This is an optimization exercise on Yosys and OpenROAD, whose aim is small area, a short achievable clock period and few clock cycles, not a production implementation. Where RTL was checked, it was by simulation tests only, not by an equivalence proof against the original. Power is estimated from default activity; no workload was simulated.

==> inputs of v18 <==
==> flow/design.v <==
module sbmc_step (
    input  wire [13:0] s,
    output wire [11:0] acc,
    output wire [8:0]  q5,
    output wire [5:0]  q50
);
    wire neg = s[13];
    assign acc = s[13:2] + {11'd0, neg & (s[1:0] != 2'b00)};
    wire [10:0] y  = {~s[13], s[12:3]};
    assign q5  = y / 11'd5;
    assign q50 = y / 11'd50;
endmodule
module sbmc_tick #(
    parameter integer DT        = 100,
    parameter integer SCALE     = 1000,
    parameter integer N_AVG     = 4,
    parameter integer MASK_BITS = 0
) (
    input  wire        clk,
    input  wire        rst,
    input  wire [31:0] cfg_dist_target,
    input  wire [7:0]  cfg_n_ramp,
    input  wire [15:0] cfg_dwell_ticks,
    input  wire [7:0]  cfg_spd_op,
    input  wire [7:0]  cfg_spd_step,
    input  wire [15:0] cfg_cmd_stop,
    input  wire [15:0] cfg_cmd_rev,
    input  wire        run,
    input  wire        tick,
    input  wire        smp_valid,
    output wire        smp_ready,
    input  wire [55:0] smp_data,
    output wire        drv_valid,
    input  wire        drv_ready,
    output wire [15:0] drv_data,
    output wire        busy,
    output wire        running,
    output wire        fault,
    output wire [1:0]  phase,
    output wire [7:0]  ramp,
    output wire [15:0] dwell,
    output wire [31:0] acc,
    output wire [31:0] vel,
    output wire [31:0] distance
);
    localparam [1:0] PH_ACCEL  = 2'd0,
                     PH_CRUISE = 2'd1,
                     PH_REV    = 2'd2,
                     PH_STOP   = 2'd3;
    localparam [28:0] QO_ZERO = -29'sd21;    
    reg        run_q;
    reg        fault_q;
    reg [1:0]  phase_q;
    reg [7:0]  ramp_q;
    reg [15:0] dwell_q;
    reg [11:0] acc_q;         
    reg [31:0] vel_q;
    reg [31:0] dist_q;
    reg [28:0] qo_q;          
    reg [3:0]  r_q;           
    reg        pend_q;        
    reg        busy_q;
    reg        samp_q;        
    reg [1:0]  cnt_q;         
    reg        sb_q, sc_q, sd_q, se_q, sf_q;          
    reg        sd2_q, sd3_q, se2_q, se3_q;            
    reg        vovf_q, dovf_q;
    reg        spec_q;        
    reg        zero_q;        
    reg        dv_q;          
    reg        second_q;      
    reg [15:0] dd_q;          
    reg [13:0] s_q;           
    reg [8:0]  q5_q;          
    reg [5:0]  q50_q;
    reg [8:0]  dvel_q;        
    reg [5:0]  fdo_q;         
    reg [5:0]  ko_q;          
    reg        c_q;           
    reg [7:0]  nlvl_q;        
    reg [31:0] tgt_q;         
    reg        dz_q;          
    reg        rlast_q;       
    wire [11:0] b_acc;
    wire [8:0]  b_q5;
    wire [5:0]  b_q50;
    sbmc_step u_step (
        .s(s_q), .acc(b_acc), .q5(b_q5), .q50(b_q50)
    );
    wire        s_neg = s_q[13];
    wire        s_lo3 = s_q[2:0] != 3'b000;
    wire [2:0]  r5    = s_q[5:3] - q5_q[2:0] - {q5_q[0], 2'b00};
    wire        cinc  = s_neg && (r5 == 3'd4) && s_lo3;
    wire        cdec  = !s_neg && (r5 != 3'd4);
    wire [8:0]  dv_m  = q5_q - 9'd205;
    wire [8:0]  dv_0  = q5_q - 9'd204;
    wire [8:0]  dv_p  = q5_q - 9'd203;
    wire [8:0]  dvel  = cdec ? dv_m : (cinc ? dv_p : dv_0);
    wire [5:0]  r50   = s_q[8:3] - {q50_q[0], 5'd0} - {q50_q[1:0], 4'd0} - {q50_q[4:0], 1'b0};
    wire        cf    = s_neg ? (r50 >= (s_lo3 ? 6'd19 : 6'd20)) : (r50 >= 6'd24);
    wire [5:0]  q50_p = q50_q + 6'd1;
    wire [5:0]  fdo   = cf ? q50_p : q50_q;
    wire [32:0] vsum  = {vel_q[31], vel_q} + {{24{dvel_q[8]}}, dvel_q};
    wire        vovf  = vsum[32] != vsum[31];
    wire        vsafe = vel_q[31] == vel_q[30];
    wire [3:0]  md    = dvel_q[3:0] - {fdo_q[2:0], 1'b0} - {fdo_q[0], 3'd0} + 4'd2;
    wire [4:0]  u     = {1'b0, md} + {1'b0, r_q};
    wire        cy    = u >= 5'd10;
    wire [3:0]  rn    = cy ? u[3:0] - 4'd10 : u[3:0];
    wire [5:0]  ko    = fdo_q + {5'd0, cy};
    wire [33:0] e_a   = {{2{dist_q[31]}}, dist_q};
    wire [33:0] e_b   = {{5{qo_q[28]}}, qo_q};
    wire [33:0] e_c   = {28'd0, ko_q};
    wire [33:0] e_s   = e_a ^ e_b ^ e_c;
    wire [33:0] e_m   = (e_a & e_b) | (e_a & e_c) | (e_b & e_c);
    wire [33:0] dsum  = e_s + {e_m[32:0], c_q};
    wire        dovf  = (dsum[33:31] != 3'b000) && (dsum[33:31] != 3'b111);
    wire        dsafe = dist_q[31] == dist_q[30];
    wire [28:0] qsum  = qo_q + {23'd0, ko_q} - 29'd21;
    wire        d_ge  = $signed(dist_q) >= $signed(tgt_q);
    wire        d_le0 = dist_q[31] || (dist_q == 32'd0);
    wire live   = run_q && !fault_q && (phase_q != PH_STOP);
    wire active = samp_q || sb_q || sc_q || sd_q || sd2_q || sd3_q
                  || se_q || se2_q || se3_q || sf_q || dv_q;
    wire start  = pend_q && live && !active;
    wire take   = smp_valid && samp_q;
    wire sent   = dv_q && drv_ready;
    wire vel_we = (sd_q && vsafe) || (sd3_q && !vovf_q);
    wire dst_we = (se_q && dsafe) || (se3_q && !dovf_q);
    wire p0_a   = sb_q && (phase_q == PH_ACCEL) && vsafe && dsafe;
    wire f_ev   = sf_q && !spec_q;
    wire p0_f   = f_ev && (phase_q == PH_ACCEL);
    wire p1_hit = f_ev && (phase_q == PH_CRUISE) && d_ge;
    wire p2_hit = f_ev && (phase_q == PH_REV) && d_le0;
    wire p0     = p0_a || p0_f;
    reg        n_pend, n_samp, n_sb, n_sc, n_sd, n_sd2, n_sd3, n_se, n_se2, n_se3,
               n_sf, n_dv, n_fault, n_run;
    reg [1:0]  n_phase;
    always @(*) begin
        n_run   = run_q;
        n_fault = fault_q;
        n_phase = phase_q;
        n_samp  = samp_q;
        n_sb    = 1'b0;
        n_sc    = sb_q;
        n_sd    = sc_q;
        n_sd2   = sd_q && !vsafe;
        n_sd3   = sd2_q;
        n_se    = vel_we;
        n_se2   = se_q && !dsafe;
        n_se3   = se2_q;
        n_sf    = dst_we;
        n_dv    = dv_q;
        n_pend  = pend_q;
        if (run && !run_q) begin
            n_run   = 1'b1;
            n_phase = PH_ACCEL;
            n_pend  = 1'b0;
        end else begin
            n_pend = (tick && live) || (pend_q && !start);
            if (start) begin
                if (dwell_q != 16'd0) begin
                    if (dwell_q == 16'd1) begin
                        n_dv    = 1'b1;
                        n_phase = PH_REV;
                    end
                end else begin
                    n_samp = 1'b1;
                end
            end
            if (take && cnt_q == 2'd3) begin
                n_samp = 1'b0;
                n_sb   = 1'b1;
            end
            if (sent && !second_q)
                n_dv = 1'b0;
            if ((sd3_q && vovf_q) || (se3_q && dovf_q))
                n_fault = 1'b1;
            if (p0) begin
                n_dv = 1'b1;
                if (rlast_q)
                    n_phase = PH_CRUISE;
            end
            if (p1_hit) begin
                n_dv = 1'b1;
                if (dz_q)
                    n_phase = PH_REV;
            end
            if (p2_hit) begin
                n_dv    = 1'b1;
                n_phase = PH_STOP;
            end
        end
    end
    wire n_live = n_run && !n_fault && (n_phase != PH_STOP);
    always @(posedge clk) begin
        if (rst) begin
            run_q   <= 1'b0;
            fault_q <= 1'b0;
            phase_q <= PH_ACCEL;
            pend_q  <= 1'b0;
            busy_q  <= 1'b0;
            samp_q  <= 1'b0;
            sb_q    <= 1'b0;
            sc_q    <= 1'b0;
            sd_q    <= 1'b0;
            sd2_q   <= 1'b0;
            sd3_q   <= 1'b0;
            se_q    <= 1'b0;
            se2_q   <= 1'b0;
            se3_q   <= 1'b0;
            sf_q    <= 1'b0;
            dv_q    <= 1'b0;
            zero_q  <= 1'b0;
        end else begin
            run_q   <= n_run;
            fault_q <= n_fault;
            phase_q <= n_phase;
            pend_q  <= n_pend;
            busy_q  <= (n_pend && n_live) || n_samp || n_sb || n_sc || n_sd
                       || n_sd2 || n_sd3 || n_se || n_se2 || n_se3 || n_sf || n_dv;
            samp_q  <= n_samp;
            sb_q    <= n_sb;
            sc_q    <= n_sc;
            sd_q    <= n_sd;
            sd2_q   <= n_sd2;
            sd3_q   <= n_sd3;
            se_q    <= n_se;
            se2_q   <= n_se2;
            se3_q   <= n_se3;
            sf_q    <= n_sf;
            dv_q    <= n_dv;
            zero_q  <= (start && dwell_q == 16'd1) || (p1_hit && dz_q);
        end
    end
    always @(posedge clk) begin
        if (rst) begin
            ramp_q  <= 8'd0;
            dwell_q <= 16'd0;
            acc_q   <= 12'd0;
            vel_q   <= 32'd0;
            dist_q  <= 32'd0;
            qo_q    <= QO_ZERO;
            r_q     <= 4'd0;
        end else if (run && !run_q) begin
            ramp_q  <= 8'd0;
            dwell_q <= 16'd0;
            vel_q   <= 32'd0;
            dist_q  <= 32'd0;
            qo_q    <= QO_ZERO;
            r_q     <= 4'd0;
        end else begin
            if (start && dwell_q != 16'd0)
                dwell_q <= dwell_q - 16'd1;
            if (p1_hit && !dz_q)
                dwell_q <= cfg_dwell_ticks;
            if (p0)
                ramp_q <= ramp_q + 8'd1;
            if (sb_q)
                acc_q <= b_acc;
            if (sd_q)
                r_q <= rn;
            if (vel_we)
                vel_q <= vsum[31:0];
            if (dst_we) begin
                dist_q <= dsum[31:0];
                qo_q   <= qsum;
            end
            if (zero_q) begin
                vel_q <= 32'd0;
                qo_q  <= QO_ZERO;
                r_q   <= 4'd0;
            end
        end
    end
    always @(posedge clk) begin
        tgt_q   <= cfg_dist_target;
        dz_q    <= (cfg_dwell_ticks == 16'd0);
        rlast_q <= (ramp_q + 8'd1 == cfg_n_ramp);
        if (run && !run_q)
            nlvl_q <= cfg_spd_step;
        else if (p0)
            nlvl_q <= nlvl_q + cfg_spd_step;
        if (start)
            cnt_q <= 2'd0;
        else if (take)
            cnt_q <= cnt_q + 2'd1;
        if (take)
            s_q <= (s_q & {14{cnt_q != 2'd0}}) + {{2{smp_data[11]}}, smp_data[11:8], smp_data[7:0]};
        if (sb_q)
            spec_q <= p0_a;
        q5_q    <= b_q5;
        q50_q   <= b_q50;
        dvel_q  <= dvel;
        fdo_q   <= fdo;
        if (sd_q) begin
            ko_q <= ko;
            c_q  <= vsum[31] && (rn != 4'd0);
        end
        vovf_q  <= vovf;
        dovf_q  <= dovf;
        if (start) begin
            dd_q     <= cfg_cmd_rev;
            second_q <= 1'b0;
        end else if (p0) begin
            dd_q     <= {nlvl_q, cfg_spd_op};
            second_q <= 1'b0;
        end else if (p1_hit || p2_hit) begin
            dd_q     <= cfg_cmd_stop;
            second_q <= p1_hit && dz_q;
        end else if (sent) begin
            dd_q     <= cfg_cmd_rev;
            second_q <= 1'b0;
        end
    end
    assign smp_ready = samp_q;
    assign drv_valid = dv_q;
    assign drv_data  = dd_q;
    assign busy     = busy_q;
    assign running  = run_q;
    assign fault    = fault_q;
    assign phase    = phase_q;
    assign ramp     = ramp_q;
    assign dwell    = dwell_q;
    assign acc      = {{20{acc_q[11]}}, acc_q};
    assign vel      = vel_q;
    assign distance = dist_q;
endmodule
==> flow/flow/run.sh <==
#!/bin/bash
set -euo pipefail
export SETUP_SLACK_MARGIN=6.6
bash standard.sh > standard.log 2>&1
==> flow/standard.sh <==
#!/bin/bash
# synth_recipe.tcl (not shown) runs the flow's synth.tcl, then flattens the netlist and writes it again
# the make line also repeats each setting of config.mk as NAME=value (left out here)
make -C /OpenROAD-flow-scripts/flow DESIGN_CONFIG=/design/flow/config.mk WORK_HOME=/design/flow/orfs CLKGATE_MAP_FILE= SYNTH_SCRIPT=/design/flow/synth_recipe.tcl "${@:-finish}"
==> flow/config.mk <==
export PLATFORM = sky130hd
export DESIGN_NAME = sbmc_tick
export DESIGN_NICKNAME = sbmc_tick
export VERILOG_FILES = /design/flow/design.v
export SDC_FILE = /design/flow/constraint.sdc
export NUM_CORES = 4
export LEC_CHECK = 0
export CAP_MARGIN = 20
export CORE_MARGIN = 2
export CORE_UTILIZATION = 40
export SLEW_MARGIN = 20
==> flow/constraint.sdc <==
create_clock -name core_clock -period 10.0 [get_ports {clk}]
set_input_delay 2.0000 -clock core_clock [delete_from_list [all_inputs] [get_ports {clk}]]
set_output_delay 2.0000 -clock core_clock [all_outputs]
set_load 0.01 [all_outputs]
==> v12 (differences from v18) <==
--- a/flow/design.v
+++ b/flow/design.v
@@ -110,2 +110,3 @@
     wire [5:0]  ko    = fdo_q + {5'd0, cy};
+    wire [33:0] h_q   = {{2{dist_q[31]}}, dist_q} + {{5{qo_q[28]}}, qo_q};
     wire [33:0] e_a   = {{2{dist_q[31]}}, dist_q};
@@ -119,2 +120,4 @@
     wire [28:0] qsum  = qo_q + {23'd0, ko_q} - 29'd21;
+    wire        h_le  = h_q[33] && ((h_q[33:6] != {28{1'b1}}) || (h_q[5:0] <= 6'd20));
+    wire        h_pos = !h_q[33] && (h_q != 34'd0);
     wire        d_ge  = $signed(dist_q) >= $signed(tgt_q);
@@ -130,6 +133,10 @@
     wire p0_a   = sb_q && (phase_q == PH_ACCEL) && vsafe && dsafe;
-    wire f_ev   = sf_q && !spec_q;
+    wire e_ev   = dst_we && !spec_q;
+    wire e_late = e_ev && ((phase_q == PH_ACCEL) || (phase_q == PH_CRUISE)
+                           || ((phase_q == PH_REV) && !h_le && !h_pos));
+    wire f_ev   = sf_q;
     wire p0_f   = f_ev && (phase_q == PH_ACCEL);
     wire p1_hit = f_ev && (phase_q == PH_CRUISE) && d_ge;
-    wire p2_hit = f_ev && (phase_q == PH_REV) && d_le0;
+    wire p2_hit = (e_ev && (phase_q == PH_REV) && h_le)
+                  || (f_ev && (phase_q == PH_REV) && d_le0);
     wire p0     = p0_a || p0_f;
@@ -151,3 +158,3 @@
         n_se3   = se2_q;
-        n_sf    = dst_we;
+        n_sf    = e_late;
         n_dv    = dv_q;
==> flow/flow/run.sh (replaced) <==
#!/bin/bash
set -euo pipefail
export SETUP_SLACK_MARGIN=6.6
export BUFFER_PORTS_ARGS="-buffer_cell sky130_fd_sc_hd__buf_2"
bash standard.sh > standard.log 2>&1
--- a/flow/config.mk
+++ b/flow/config.mk
@@ -10,2 +10,5 @@
 export CORE_UTILIZATION = 40
+export CTS_BUF_LIST = sky130_fd_sc_hd__clkbuf_4 sky130_fd_sc_hd__clkbuf_8
+export CTS_CLUSTER_DIAMETER = 80
+export CTS_CLUSTER_SIZE = 16
 export SLEW_MARGIN = 20
==> v38 (differences from v18) <==
--- a/flow/design.v
+++ b/flow/design.v
@@ -83,2 +83,3 @@
     reg        rlast_q;       
+    reg [33:0] h_q;           
     wire [11:0] b_acc;
@@ -110,8 +111,4 @@
     wire [5:0]  ko    = fdo_q + {5'd0, cy};
-    wire [33:0] e_a   = {{2{dist_q[31]}}, dist_q};
-    wire [33:0] e_b   = {{5{qo_q[28]}}, qo_q};
-    wire [33:0] e_c   = {28'd0, ko_q};
-    wire [33:0] e_s   = e_a ^ e_b ^ e_c;
-    wire [33:0] e_m   = (e_a & e_b) | (e_a & e_c) | (e_b & e_c);
-    wire [33:0] dsum  = e_s + {e_m[32:0], c_q};
+    wire [33:0] hsum  = {{2{dist_q[31]}}, dist_q} + {{5{qo_q[28]}}, qo_q};
+    wire [33:0] dsum  = h_q + {27'd0, {1'b0, ko_q} + {6'd0, c_q}};
     wire        dovf  = (dsum[33:31] != 3'b000) && (dsum[33:31] != 3'b111);
@@ -119,2 +116,4 @@
     wire [28:0] qsum  = qo_q + {23'd0, ko_q} - 29'd21;
+    wire        h_le  = h_q[33] && ((h_q[33:6] != {28{1'b1}}) || (h_q[5:0] <= 6'd20));
+    wire        h_pos = !h_q[33] && (h_q != 34'd0);
     wire        d_ge  = $signed(dist_q) >= $signed(tgt_q);
@@ -130,6 +129,10 @@
     wire p0_a   = sb_q && (phase_q == PH_ACCEL) && vsafe && dsafe;
-    wire f_ev   = sf_q && !spec_q;
+    wire e_ev   = dst_we && !spec_q;
+    wire e_late = e_ev && ((phase_q == PH_ACCEL) || (phase_q == PH_CRUISE)
+                           || ((phase_q == PH_REV) && !h_le && !h_pos));
+    wire f_ev   = sf_q;
     wire p0_f   = f_ev && (phase_q == PH_ACCEL);
     wire p1_hit = f_ev && (phase_q == PH_CRUISE) && d_ge;
-    wire p2_hit = f_ev && (phase_q == PH_REV) && d_le0;
+    wire p2_hit = (e_ev && (phase_q == PH_REV) && h_le)
+                  || (f_ev && (phase_q == PH_REV) && d_le0);
     wire p0     = p0_a || p0_f;
@@ -151,3 +154,3 @@
         n_se3   = se2_q;
-        n_sf    = dst_we;
+        n_sf    = e_late;
         n_dv    = dv_q;
@@ -277,2 +280,3 @@
         tgt_q   <= cfg_dist_target;
+        h_q     <= hsum;
         dz_q    <= (cfg_dwell_ticks == 16'd0);
==> flow/flow/run.sh (replaced) <==
#!/bin/bash
set -euo pipefail
export SETUP_SLACK_MARGIN=6.7
export BUFFER_PORTS_ARGS="-buffer_cell sky130_fd_sc_hd__buf_2"
bash standard.sh > standard.log 2>&1
--- a/flow/config.mk
+++ b/flow/config.mk
@@ -10,2 +10,3 @@
 export CORE_UTILIZATION = 40
+export CTS_BUF_LIST = sky130_fd_sc_hd__clkbuf_4 sky130_fd_sc_hd__clkbuf_8
 export SLEW_MARGIN = 20
==> v25 (differences from v18) <==
--- a/flow/design.v
+++ b/flow/design.v
@@ -83,2 +83,3 @@
     reg        rlast_q;       
+    reg [33:0] h_q;           
     wire [11:0] b_acc;
@@ -110,8 +111,4 @@
     wire [5:0]  ko    = fdo_q + {5'd0, cy};
-    wire [33:0] e_a   = {{2{dist_q[31]}}, dist_q};
-    wire [33:0] e_b   = {{5{qo_q[28]}}, qo_q};
-    wire [33:0] e_c   = {28'd0, ko_q};
-    wire [33:0] e_s   = e_a ^ e_b ^ e_c;
-    wire [33:0] e_m   = (e_a & e_b) | (e_a & e_c) | (e_b & e_c);
-    wire [33:0] dsum  = e_s + {e_m[32:0], c_q};
+    wire [33:0] hsum  = {{2{dist_q[31]}}, dist_q} + {{5{qo_q[28]}}, qo_q};
+    wire [33:0] dsum  = h_q + {27'd0, {1'b0, ko_q} + {6'd0, c_q}};
     wire        dovf  = (dsum[33:31] != 3'b000) && (dsum[33:31] != 3'b111);
@@ -277,2 +274,3 @@
         tgt_q   <= cfg_dist_target;
+        h_q     <= hsum;
         dz_q    <= (cfg_dwell_ticks == 16'd0);
==> flow/flow/run.sh (replaced) <==
#!/bin/bash
set -euo pipefail
export SETUP_SLACK_MARGIN=6.6
export BUFFER_PORTS_ARGS="-buffer_cell sky130_fd_sc_hd__buf_2"
bash standard.sh > standard.log 2>&1
--- a/flow/config.mk
+++ b/flow/config.mk
@@ -7,5 +7,6 @@
 export LEC_CHECK = 0
+export ABC_AREA = 1
 export CAP_MARGIN = 20
 export CORE_MARGIN = 2
-export CORE_UTILIZATION = 40
+export CORE_UTILIZATION = 65
 export SLEW_MARGIN = 20
==> notes <==
Utilization: v38 < v12 < v18 < v25. Against v38, the clock skew of v12 is lower by 0.025 ns. Clock-buffer cell count, lowest first: v12, v18, v25, v38. In v38 the total power is larger than in v12, by 28%.
Testbench counts of v18, summed over its fixed seeds: cycles 36,672.
Testbench counts of v38, summed over its fixed seeds: cycles 34,941.
For v12 and v25, only the layout was checked, not whether the RTL still works.

[afterwards: timing with drivers on the ports]
Ports are ideal in the flow. The routed layouts listed here were re-timed in OpenROAD. Step 1, drivers: a clkbuf_16 drives clk and a buf_2 each remaining input, both assumed. Step 2 adds t to the input delays and takes it off the output delays; t is the mean of the earliest and latest rising clock arrival at the registers after step 1. Input paths then give back, and output paths get back, about the clock's delay inside the block. Three values: ideal, step 1, step 2; two values: the first two.
run | t, ns | setup WS [ns] | worst hold slack (ns) | clock arrival spread, ns | slew at the worst register clock pin (ns)
v18 | 0.596 | 6.208 / 6.208 / 5.745 | 0.425 / 0.425 / 0.425 | 0.019 / 0.020 | 0.06 / 0.06
v12 | 0.667 | 5.790 / 5.790 / 5.528 | 0.440 / 0.440 / 0.440 | 0.023 / 0.023 | 0.11 / 0.11
v38 | 0.700 | 6.421 / 6.443 / 5.743 | 0.441 / 0.441 / 0.441 | 0.048 / 0.048 | 0.07 / 0.07
v25 | 0.567 | 5.892 / 5.892 / 5.499 | 0.432 / 0.432 / 0.432 | 0.016 / 0.015 | 0.07 / 0.07
After both steps setup and hold are still met in every run listed. For v38, which loses most, drivers alone change the setup slack by +0.022 ns; drivers and shift together by -0.678 ns.
